Source: an optimization exercise on an open RTL-to-GDS flow (aim: small area, a short achievable clock period and few clock cycles). Production flows keep margins and buffers that such runs may drop.
Only simulation tests tie the RTL to the original design; equivalence was not proved.
Power is estimated from default activity; no workload was simulated.

==> inputs of 11-01 <==
// pic32bl_frontend
module pic32bl_frontend (
    input  wire        clk,
    input  wire        rst,             
    input  wire        in_valid,
    input  wire [7:0]  in_byte,
    output wire        in_ready,
    output reg         ev_valid,
    output reg  [3:0]  ev_kind,
    output reg  [31:0] ev_arg,
    output reg  [31:0] ev_data,
    output wire        idle,
    output wire [3:0]  st_state,
    output wire [15:0] st_crc,
    output wire [2:0]  st_cmd_len,
    output wire [39:0] st_cmd_buf,
    output wire        st_cmd_ovf,
    output wire [5:0]  st_line_len,
    output wire        st_line_ovf,
    output wire [31:0] st_hex_base,
    output wire [3:0]  st_resp_len,
    output wire [3:0]  st_resp_cursor,
    output wire [3:0]  st_hex_status,
    output wire [3:0]  st_fault_flags
);
==> flow/config.mk <==
export PLATFORM = sky130hd
export DESIGN_NAME = pic32bl_frontend
export DESIGN_NICKNAME = pic32bl_frontend
export VERILOG_FILES = /design/flow/design.v
export SDC_FILE = /design/flow/constraint.sdc
export NUM_CORES = 4
export LEC_CHECK = 0
export CAP_MARGIN = 20
export CORE_MARGIN = 2
export CORE_UTILIZATION = 40
export CTS_CLUSTER_DIAMETER = 100
export CTS_CLUSTER_SIZE = 20
export SLEW_MARGIN = 20
export SYNTH_HIERARCHICAL = 1
export SYNTH_MINIMUM_KEEP_SIZE = 0
export TNS_END_PERCENT = 0
==> flow/constraint.sdc <==
create_clock -name core_clock -period 24.0 [get_ports {clk}]
set_input_delay 4.8000 -clock core_clock [delete_from_list [all_inputs] [get_ports {clk}]]
set_output_delay 4.8000 -clock core_clock [all_outputs]
set_load 0.01 [all_outputs]
standard.sh (not shown) runs the stock make flow with config.mk's settings and CLKGATE_MAP_FILE= SYNTH_SCRIPT=/design/flow/synth_recipe.tcl, a recipe that flattens the netlist after the stock synthesis.
==> flow/flow/run.sh <==
#!/bin/bash
set -euo pipefail
export BUFFER_PORTS_ARGS="-buffer_cell sky130_fd_sc_hd__buf_1"
export SETUP_SLACK_MARGIN=18.3
bash standard.sh > standard_flow.log 2>&1
==> inputs of 06-10, as changes to 11-01 <==
--- a/flow/design.v
+++ b/flow/design.v
@@ -187,11 +187,11 @@
     wire wr_line  = line_add && !line_full && line_len[0];
     wire cmd_add  = do_rx && ((st_rc && !(b_03 && cmd_len == 3'd1) && !b_10 && !(b_04 && cmd_full)) ||
                              st_rce);
     wire wr_cmd   = cmd_add && !cmd_full;
     wire wr_resp  = pay_go && legal_enc && pay_fits;
-    wire [7:0] wdata = wr_line ? line_byte : (esc_step ? 8'h10 : sb);
+    wire [7:0] wdata = wr_line ? (line_k == 5'd0 ? 8'hFF : line_byte) : (esc_step ? 8'h10 : sb);
     reg  [15:0] we;
     integer i;
     always @* begin
         for (i = 0; i < 16; i = i + 1)
             we[i] = (i >= 4 && wr_line && line_k == i + 4) ||
@@ -478,14 +478,11 @@
         for (i = 0; i < 4; i = i + 1) begin
             if (e_asel == A_PWN)
                 ev_data[8*i +: 8] <= pw_data[8*i +: 8];
             else if (i == 0 && e_len)
                 ev_data[7:0] <= {5'd0, cmd_len + 3'd1};
-            else if (wr_line && line_k == 5'd0)
-                ev_data[8*i +: 8] <= 8'hFF;
-            else if (wr_line && line_k == i + 4 && i < len5)
-                ev_data[8*i +: 8] <= line_byte;
-            else if (i > 0 && wr_cmd && cmd_len == i + 1)
-                ev_data[8*i +: 8] <= sb;
+            else if ((wr_line && (line_k == 5'd0 || (line_k == i + 4 && i < len5))) ||
+                     (i > 0 && wr_cmd && cmd_len == i + 1))
+                ev_data[8*i +: 8] <= wdata;
         end
     end
 endmodule
Settings changed: SYNTH_MINIMUM_KEEP_SIZE 0 to 100.
==> inputs of 05-05, as changes to 11-01 <==
--- a/flow/design.v
+++ b/flow/design.v
@@ -187,11 +187,11 @@
     wire wr_line  = line_add && !line_full && line_len[0];
     wire cmd_add  = do_rx && ((st_rc && !(b_03 && cmd_len == 3'd1) && !b_10 && !(b_04 && cmd_full)) ||
                              st_rce);
     wire wr_cmd   = cmd_add && !cmd_full;
     wire wr_resp  = pay_go && legal_enc && pay_fits;
-    wire [7:0] wdata = wr_line ? line_byte : (esc_step ? 8'h10 : sb);
+    wire [7:0] wdata = wr_line ? (line_k == 5'd0 ? 8'hFF : line_byte) : (esc_step ? 8'h10 : sb);
     reg  [15:0] we;
     integer i;
     always @* begin
         for (i = 0; i < 16; i = i + 1)
             we[i] = (i >= 4 && wr_line && line_k == i + 4) ||
@@ -478,14 +478,11 @@
         for (i = 0; i < 4; i = i + 1) begin
             if (e_asel == A_PWN)
                 ev_data[8*i +: 8] <= pw_data[8*i +: 8];
             else if (i == 0 && e_len)
                 ev_data[7:0] <= {5'd0, cmd_len + 3'd1};
-            else if (wr_line && line_k == 5'd0)
-                ev_data[8*i +: 8] <= 8'hFF;
-            else if (wr_line && line_k == i + 4 && i < len5)
-                ev_data[8*i +: 8] <= line_byte;
-            else if (i > 0 && wr_cmd && cmd_len == i + 1)
-                ev_data[8*i +: 8] <= sb;
+            else if ((wr_line && (line_k == 5'd0 || (line_k == i + 4 && i < len5))) ||
+                     (i > 0 && wr_cmd && cmd_len == i + 1))
+                ev_data[8*i +: 8] <= wdata;
         end
     end
 endmodule
Settings changed: CORE_UTILIZATION 40 to 60, SYNTH_MINIMUM_KEEP_SIZE 0 to 100.
==> results.txt <==
|  | 11-01 | 06-10 | 05-05 |
|---|---|---|---|
| Post-CTS resize count | 29 | 28 | 28 |
| FF-to-FF End | crc[10] | ev_data[26] | ev_data[10] |
| Worst Path Max Fanout | 3 | 5 | 2 |
| Multi-input gate share of the layout cell area | 46.16% | 44.74% | 45.31% |
| Total number of vias | 15670 | 14910 | 15160 |
| Worst path max stage delay | 0.52 ns | 0.53 ns | 0.65 ns |
| Run status | timing/DRC/antenna clean | timing/DRC/antenna clean | timing/DRC/antenna clean |
| Post-synthesis sequential area ratio | 43.40% | 45.45% | 45.45% |
| Routed wirelength normalized by instance count | 25.69 µm | 25.33 µm | 25.57 µm |
| Clock buffer instance count of the final layout | 31 | 30 | 29 |
| Post-synth design cell area | 17600 µm² | 16800 µm² | 16800 µm² |
| Final-layout fill cell count | 4175 | 4089 | 2270 |
| Post-DP Area | 18510 µm² | 17620 µm² | 17430 µm² |
| Headroom to the max-slew limit | 23.09% | 23.58% | 20.65% |
| Sequential-cell power consumption | 0.000541 W | 0.000533 W | 0.000534 W |
| Hold path depth | 1 | 2 | 2 |
| Final GP Congestion | 0.9699 | 0.9834 | 0.9806 |
| Number of buffers created by CTS | 19 | 19 | 18 |
| Overall fraction of global-route tracks in use | 27.70% | 27.44% | 38.77% |
| Fmax | 0.1651 GHz | 0.1647 GHz | 0.1620 GHz |
| Post-route insts no fill | 2540 | 2432 | 2272 |
| Xor/xnor share of the synthesized area | 5.212% | 5.563% | 5.563% |
| Area of the multi-input gates | 8939 µm² | 8244 µm² | 8245 µm² |
| Final wirelength | 65250 µm | 61600 µm | 58110 µm |
Testbench counts of 11-01, summed over its fixed seeds: cycles 30,644.
Testbench counts of 06-10, summed over its fixed seeds: cycles 30,644.
Testbench counts of 05-05, summed over its fixed seeds: cycles 30,644.

==> 05-28 <==
Another version of the RTL of pic32bl_frontend (not shown whole).
clock: 24.0 ns
lec_check: 0
cap_margin: 20
core_margin: 2
core_utilization: 40
slew_margin: 20
==> flow/flow/run.sh <==
#!/bin/bash
set -euo pipefail
export BUFFER_PORTS_ARGS="-buffer_cell sky130_fd_sc_hd__buf_1"
export SETUP_SLACK_MARGIN="${SETUP_SLACK_MARGIN_OVERRIDE:-18.5}"
bash standard.sh > standard_flow.log 2>&1
==> 04-17: changes against 05-28 <==
--- a/flow/design.v
+++ b/flow/design.v
@@ -55,15 +55,14 @@
                 a = a[15] ? ({a[14:0], 1'b0} ^ 16'h1021) : {a[14:0], 1'b0};
             crc_update = a;
         end
     endfunction
     reg        sv, kv;             
     reg  [7:0] sb, kb;             
-    reg        rdy_q, idle_q;      
-    assign in_ready = rdy_q;
-    wire accept = in_valid && rdy_q;
+    assign in_ready = !kv;
+    wire accept = in_valid && !kv;
     reg [3:0]   state;
     reg [15:0]  crc;
     reg [2:0]   cmd_len;
     reg         cmd_ovf;
     reg [5:0]   line_len;
     reg         line_ovf;
@@ -96,13 +95,13 @@
     assign st_line_ovf    = line_ovf;
     assign st_hex_base    = {hb, 16'h0000};
     assign st_resp_len    = resp_len;
     assign st_resp_cursor = resp_cursor;
     assign st_hex_status  = {1'b0, hex_status};
     assign st_fault_flags = fault_flags;
-    assign idle = idle_q;
+    assign idle = !sv && !kv && (pst == P_OP) && (em == E_NONE);
     wire       hx_ok;
     wire [3:0] hx_val;
     pic32bl_hexdec u_hex (.c(sb), .valid(hx_ok), .value(hx_val));
     wire [7:0] line_byte = {nib, hx_val};
     wire [4:0] line_k    = line_len[5:1];         
     wire st_rc   = (state == RC);
@@ -382,16 +381,12 @@
             end else begin
                 n_resp_len = enc_next + 4'd3; n_resp_cursor = 4'd0; n_crc = crc_in;
                 n_state = SENDING;
             end
         end
     end
-    wire take  = !sv || go;            
-    wire n_sv  = take ? (kv || accept) : 1'b1;
-    wire n_kv  = take ? 1'b0 : (kv || accept);
-    wire n_idle = !n_sv && !n_kv && (n_pst == P_OP) && (n_em == E_NONE);
     always @(posedge clk) begin
         if (rst) begin
             sv          <= 1'b0;
             kv          <= 1'b0;
             state       <= WFC;
             crc         <= 16'h0000;
@@ -405,19 +400,19 @@
             hex_status  <= 3'd0;
             fault_flags <= 4'd0;
             pst         <= P_OP;
             em          <= E_NONE;
             chunk       <= 3'd0;
             ev_valid    <= 1'b0;
-            rdy_q       <= 1'b1;
-            idle_q      <= 1'b1;
         end else begin
-            sv          <= n_sv;
-            kv          <= n_kv;
-            rdy_q       <= !n_kv;
-            idle_q      <= n_idle;
+            if (!sv || go) begin
+                sv <= kv || accept;
+                kv <= 1'b0;
+            end else if (accept) begin
+                kv <= 1'b1;
+            end
             state       <= n_state;
             crc         <= n_crc;
             cmd_len     <= n_cmd_len;
             cmd_ovf     <= n_cmd_ovf;
             line_len    <= n_line_len;
             line_ovf    <= n_line_ovf;
@@ -430,15 +425,15 @@
             em          <= n_em;
             chunk       <= n_chunk;
             ev_valid    <= e_v;
         end
     end
     always @(posedge clk) begin
-        if (take)
+        if (!sv || go)
             sb <= kv ? kb : in_byte;
-        if (!kv)
+        if (accept)
             kb <= in_byte;
         if (do_op)
             is_rx <= (sb == OP_RX_BYTE);
         if (do_rx && st_wfh && b_3a) begin
             dig_ok <= 1'b1;
             sum    <= 8'h00;
==> flow/run.sh (new file) <==
#!/bin/bash
# synth_recipe.tcl (not shown) runs the flow's synth.tcl, then flattens the netlist and writes it again
# the make line also repeats each setting of config.mk as NAME=value (left out here)
make -C /OpenROAD-flow-scripts/flow DESIGN_CONFIG=/design/flow/config.mk WORK_HOME=/design/flow/orfs CLKGATE_MAP_FILE= SYNTH_SCRIPT=/design/flow/synth_recipe.tcl finish
removed: flow/flow/run.sh
removed: flow/standard.sh
==> 08-01: changes against 05-28 <==
--- a/flow/design.v
+++ b/flow/design.v
@@ -6,12 +6,22 @@
     wire is_num = (c[7:4] == 4'h3) && (c[3:0] <= 4'd9);
     wire is_alp = (c[7:6] == 2'b01) && (c[4:3] == 2'b00) && (c[2:0] != 3'd0) &&
                   (c[2:0] != 3'd7);
     assign valid = is_num || is_alp;
     assign value = is_alp ? (c[3:0] + 4'd9) : c[3:0];
 endmodule
+module pic32bl_rstgate (
+    input  wire        rst,
+    input  wire [71:0] d0,
+    output wire [71:0] q0,
+    input  wire [1:0]  d1,
+    output wire [1:0]  q1
+);
+    assign q0 = rst ? 72'd0 : d0;
+    assign q1 = rst ? 2'b11 : d1;
+endmodule
 module pic32bl_frontend (
     input  wire        clk,
     input  wire        rst,             
     input  wire        in_valid,
     input  wire [7:0]  in_byte,
     output wire        in_ready,
@@ -82,12 +92,13 @@
     reg [15:0]  r16;               
     reg [1:0]   pst;
     reg         is_rx;
     reg [7:0]   pay_left;
     reg [3:0]   enc_len;
     reg         enc_ovf;
+    reg         esc;               
     reg [1:0]   em;
     reg [2:0]   chunk;
     assign st_state       = state;
     assign st_crc         = crc;
     assign st_cmd_len     = cmd_len;
     assign st_cmd_buf     = {bbuf[3], bbuf[2], bbuf[1], bbuf[0], 8'h01};
@@ -117,13 +128,13 @@
     wire b_03 = (sb == 8'h03);
     wire b_04 = (sb == 8'h04);
     wire b_0a = (sb == 8'h0A);
     wire b_10 = (sb == 8'h10);
     wire b_3a = (sb == 8'h3A);
     wire special = b_01 || b_04 || b_10;
-    wire [3:0] enc_next = enc_len + (special ? 4'd2 : 4'd1);
+    wire [3:0] enc_next = enc_len + ((special && !esc) ? 4'd2 : 4'd1);
     wire       pay_fits = !enc_ovf && (enc_next <= 4'd7);
     wire [15:0] crc_in  = crc_update((pst == P_PAY) ? r16 : crc, sb);
     wire line_full = (line_len == 6'd44);
     wire cmd_full  = (cmd_len == 3'd5);
     wire [2:0]  n_chunks = (len5 + 5'd3) >> 2;
     reg  [31:0] pw_data;
@@ -165,34 +176,34 @@
                  (pst == P_ARG) ? (!is_rx || rx_quiet) : 1'b0;
     wire go    = sv && !((em != E_NONE) && !quiet);
     wire do_op  = go && (pst == P_OP);
     wire do_crc = go && (pst == P_ARG) && !is_rx;
     wire do_rx  = go && (pst == P_ARG) && is_rx;
     wire do_cnt = go && (pst == P_CNT);
-    wire do_pay = go && (pst == P_PAY);
+    wire pay_go = go && (pst == P_PAY);
+    wire esc_step = pay_go && legal_enc && pay_fits && special && !esc;
+    wire do_pay = pay_go && !esc_step;
     wire pay_last = (pay_left == 8'd1);
     wire line_add = do_rx && ((st_rh && !b_0a && !b_10) || st_rhe);
     wire wr_line  = line_add && !line_full && line_len[0];
     wire cmd_add  = do_rx && ((st_rc && !(b_03 && cmd_len == 3'd1) && !b_10 && !(b_04 && cmd_full)) ||
                              st_rce);
     wire wr_cmd   = cmd_add && !cmd_full;
-    wire wr_resp  = do_pay && legal_enc && pay_fits;
+    wire wr_resp  = pay_go && legal_enc && pay_fits;
+    wire [7:0] wdata = wr_line ? line_byte : (esc_step ? 8'h10 : sb);
+    reg  [15:0] we;
     integer i;
+    always @* begin
+        for (i = 0; i < 16; i = i + 1)
+            we[i] = (wr_line && line_k == i + 4) ||
+                    (i < 4 && wr_cmd && cmd_len == i + 1) ||
+                    (i >= 4 && i < 10 && wr_resp && enc_len + 4'd3 == i);
+    end
     always @(posedge clk) begin
-        for (i = 0; i < 16; i = i + 1) begin
-            if (wr_line && line_k == i + 4)
-                bbuf[i] <= line_byte;
-            if (i < 4 && wr_cmd && cmd_len == i + 1)
-                bbuf[i] <= sb;
-            if (i >= 4 && i < 10 && wr_resp) begin
-                if (enc_len + 4'd3 == i)
-                    bbuf[i] <= special ? 8'h10 : sb;
-                if (special && enc_len + 4'd4 == i)
-                    bbuf[i] <= sb;
-            end
-        end
+        for (i = 0; i < 16; i = i + 1)
+            if (we[i]) bbuf[i] <= wdata;
     end
     reg        e_v;
     reg [3:0]  e_kind;
     reg [7:0]  e_code;
     reg [2:0]  e_asel;
     reg        e_len;              
@@ -382,58 +393,29 @@
             end else begin
                 n_resp_len = enc_next + 4'd3; n_resp_cursor = 4'd0; n_crc = crc_in;
                 n_state = SENDING;
             end
         end
     end
-    wire take  = !sv || go;            
+    wire take  = !sv || (go && !esc_step);            
     wire n_sv  = take ? (kv || accept) : 1'b1;
     wire n_kv  = take ? 1'b0 : (kv || accept);
     wire n_idle = !n_sv && !n_kv && (n_pst == P_OP) && (n_em == E_NONE);
+    localparam integer NR0 = 1 + 1 + 4 + 16 + 3 + 1 + 6 + 1 + 16 + 4 + 4 + 3 + 4 + 2 + 2 + 3 + 1;
+    wire [NR0-1:0] r0_d = {n_sv, n_kv, n_state, n_crc, n_cmd_len, n_cmd_ovf, n_line_len,
+                           n_line_ovf, n_hb, n_resp_len, n_resp_cursor, n_hex_status, n_ff,
+                           n_pst, n_em, n_chunk, e_v};
+    wire [NR0-1:0] r0_q;
+    wire [1:0]     r1_q;
+    pic32bl_rstgate u_rst (
+        .rst(rst), .d0(r0_d), .q0(r0_q), .d1({!n_kv, n_idle}), .q1(r1_q)
+    );
     always @(posedge clk) begin
-        if (rst) begin
-            sv          <= 1'b0;
-            kv          <= 1'b0;
-            state       <= WFC;
-            crc         <= 16'h0000;
-            cmd_len     <= 3'd0;
-            cmd_ovf     <= 1'b0;
-            line_len    <= 6'd0;
-            line_ovf    <= 1'b0;
-            hb          <= 16'h0000;
-            resp_len    <= 4'd0;
-            resp_cursor <= 4'd0;
-            hex_status  <= 3'd0;
-            fault_flags <= 4'd0;
-            pst         <= P_OP;
-            em          <= E_NONE;
-            chunk       <= 3'd0;
-            ev_valid    <= 1'b0;
-            rdy_q       <= 1'b1;
-            idle_q      <= 1'b1;
-        end else begin
-            sv          <= n_sv;
-            kv          <= n_kv;
-            rdy_q       <= !n_kv;
-            idle_q      <= n_idle;
-            state       <= n_state;
-            crc         <= n_crc;
-            cmd_len     <= n_cmd_len;
-            cmd_ovf     <= n_cmd_ovf;
-            line_len    <= n_line_len;
-            line_ovf    <= n_line_ovf;
-            hb          <= n_hb;
-            resp_len    <= n_resp_len;
-            resp_cursor <= n_resp_cursor;
-            hex_status  <= n_hex_status;
-            fault_flags <= n_ff;
-            pst         <= n_pst;
-            em          <= n_em;
-            chunk       <= n_chunk;
-            ev_valid    <= e_v;
-        end
+        {sv, kv, state, crc, cmd_len, cmd_ovf, line_len, line_ovf, hb, resp_len, resp_cursor,
+         hex_status, fault_flags, pst, em, chunk, ev_valid} <= r0_q;
+        {rdy_q, idle_q} <= r1_q;
     end
     always @(posedge clk) begin
         if (take)
             sb <= kv ? kb : in_byte;
         if (!kv)
             kb <= in_byte;
@@ -468,16 +450,22 @@
         else if (do_pay && legal_enc)
             r16 <= crc_in;
         if (do_cnt) begin
             pay_left <= sb;
             enc_ovf  <= 1'b0;
             enc_len  <= 4'd1;
+            esc      <= 1'b0;
+        end
+        if (esc_step) begin
+            enc_len <= enc_len + 4'd1;
+            esc     <= 1'b1;
         end
         if (do_pay) begin
             pay_left <= pay_left - 8'd1;
-            if (pay_fits) enc_len <= enc_next;
+            esc      <= 1'b0;
+            if (pay_fits) enc_len <= enc_len + 4'd1;
             else          enc_ovf <= 1'b1;
         end
         ev_kind <= e_kind;
         case (e_asel)
             A_PW0:   ev_arg <= {hb, r16};
             A_PWN:   ev_arg <= ev_arg + 32'd4;
==> flow/flow/run.sh (replaced) <==
#!/bin/bash
set -euo pipefail
export BUFFER_PORTS_ARGS="-buffer_cell sky130_fd_sc_hd__buf_1"
export SETUP_SLACK_MARGIN=18.3
bash standard.sh > standard_flow.log 2>&1
Settings changed: CTS_CLUSTER_DIAMETER set to 100, CTS_CLUSTER_SIZE set to 20, SYNTH_HIERARCHICAL set to 1, SYNTH_MINIMUM_KEEP_SIZE set to 0, TNS_END_PERCENT set to 0.
==> results.txt <==
- Final #Nets: 2,368
- Max incr delay on CP: 0.50 ns
- M1 GR Usage: 0.411
- Clock buf/inv share: 0.0583
- Seq pwr share: 0.455
- Wire length on met3: 8290 um
- Crit path buffers/inverters: 1
- CP Depth: 1
- Outcome: complete, no violations
- NonClk Buf Share: 0.135
- Count of non-CTS buffers in the layout: between 300 and 400
- Net Switching: 0.000307 W
- Postcts setup bufs: 108
- Final hold slack: 0.467 ns
- Cell with the most instances after synthesis: nand2_1
- Pre-CTS WS: 17.25 ns
- Hold Path Stages: 1
- Met3 Use GR: 0.0616
- Worst r2r path cells: 17
-- figures above: 05-28

==> results.txt <==
- Max VDD drop: 0.0418 mV
- Final hold slack: 0.480 ns
- M1 GR Usage: 0.359
- Postcts setup bufs: 20
- Cell with the most instances after synthesis: edfxtp_1
- Wire length on met3: 5690 um
- Max incr delay on CP: 0.48 ns
- Final #Nets: 2,014
- Seq pwr share: 0.581
- Row cnt: 77
- Core Box Area: 44,100 um^2
- CP Depth: 1
- Worst r2r path cells: 14
- Met3 Use GR: 0.0420
- NonClk Buf Share: 0.0563
- Outcome: complete, no violations
- Count of non-CTS buffers in the layout: 229
- Crit path buffers/inverters: 1
- CP endpoint kind: output port
- Hold Path Stages: 1
- Net Switching: between 0.0002 and 0.0003 W
-- figures above: 08-01

==> results.txt <==
- Hold Path Stages: 2
- Utilization after layout: 0.480
- Seq pwr share: 0.472
- Cell with the most instances after synthesis: nand2_1
- Wire length on met3: ~7000 um
- Net Switching: 0.000289 W
- Final hold slack: ~0.48 ns
- M1 GR Usage: 0.390
- Final #Nets: 2,220
- Outcome: complete, no violations
- Comb power frac: 0.042
- Post-route cell area: ~22,000 um^2
- CP Depth: 5
- Count of non-CTS buffers in the layout: approximately 220
- CP max stage cell: clkdlybuf4s50_1
- Max incr delay on CP: 0.61 ns
- Met3 Use GR: 0.0518
- Worst r2r path cells: 16
- Clock buf/inv share: 0.0598
- CP Cell Sequence: inv_1 -> ha_1 -> nand2b_1 -> nor4_1 -> clkdlybuf4s50_1
- Crit path buffers/inverters: 2
-- figures above: 04-17

Testbench counts of 05-28, summed over its fixed seeds: cycles 30,612.
Testbench counts of 04-17, summed over its fixed seeds: cycles 30,612.
Testbench counts of 08-01, summed over its fixed seeds: cycles 30,644.

## afterwards: timing with drivers on the ports
How much do the figures lean on ideal ports? The routed layouts below were timed once more, with nothing changed but the port constraints.
Step 1, drivers: a clkbuf_16 drives clk and a buf_2 each remaining input, both assumed.
Step 2 times the ports against the registers' clock, not the clock port: input delays grow and output delays shrink by t, the midpoint of the rising clock arrivals with the driver on.
a / b / c = ideal ports / drivers / drivers and shift; a / b = the first two.
run | t (ns) | setup WS [ns] | hold WS [ns]
11-01 | 0.595 | 17.943 / 17.887 / 17.994 | 0.482 / 0.482 / 0.482
06-10 | 0.588 | 17.928 / 17.875 / 17.469 | 0.457 / 0.457 / 0.457
05-05 | 0.574 | 17.826 / 17.773 / 17.469 | 0.466 / 0.466 / 0.466
05-28 | 0.634 | 17.934 / 17.878 / 17.941 | 0.467 / 0.467 / 0.467
04-17 | 0.623 | 16.804 / 16.746 / 16.485 | 0.477 / 0.477 / 0.477
08-01 | 0.603 | 17.996 / 17.941 / 17.961 | 0.480 / 0.480 / 0.480
After both steps every run listed still meets setup and hold. For 06-10, which loses most, drivers alone change the setup slack by -0.053 ns; drivers and shift together by -0.459 ns.
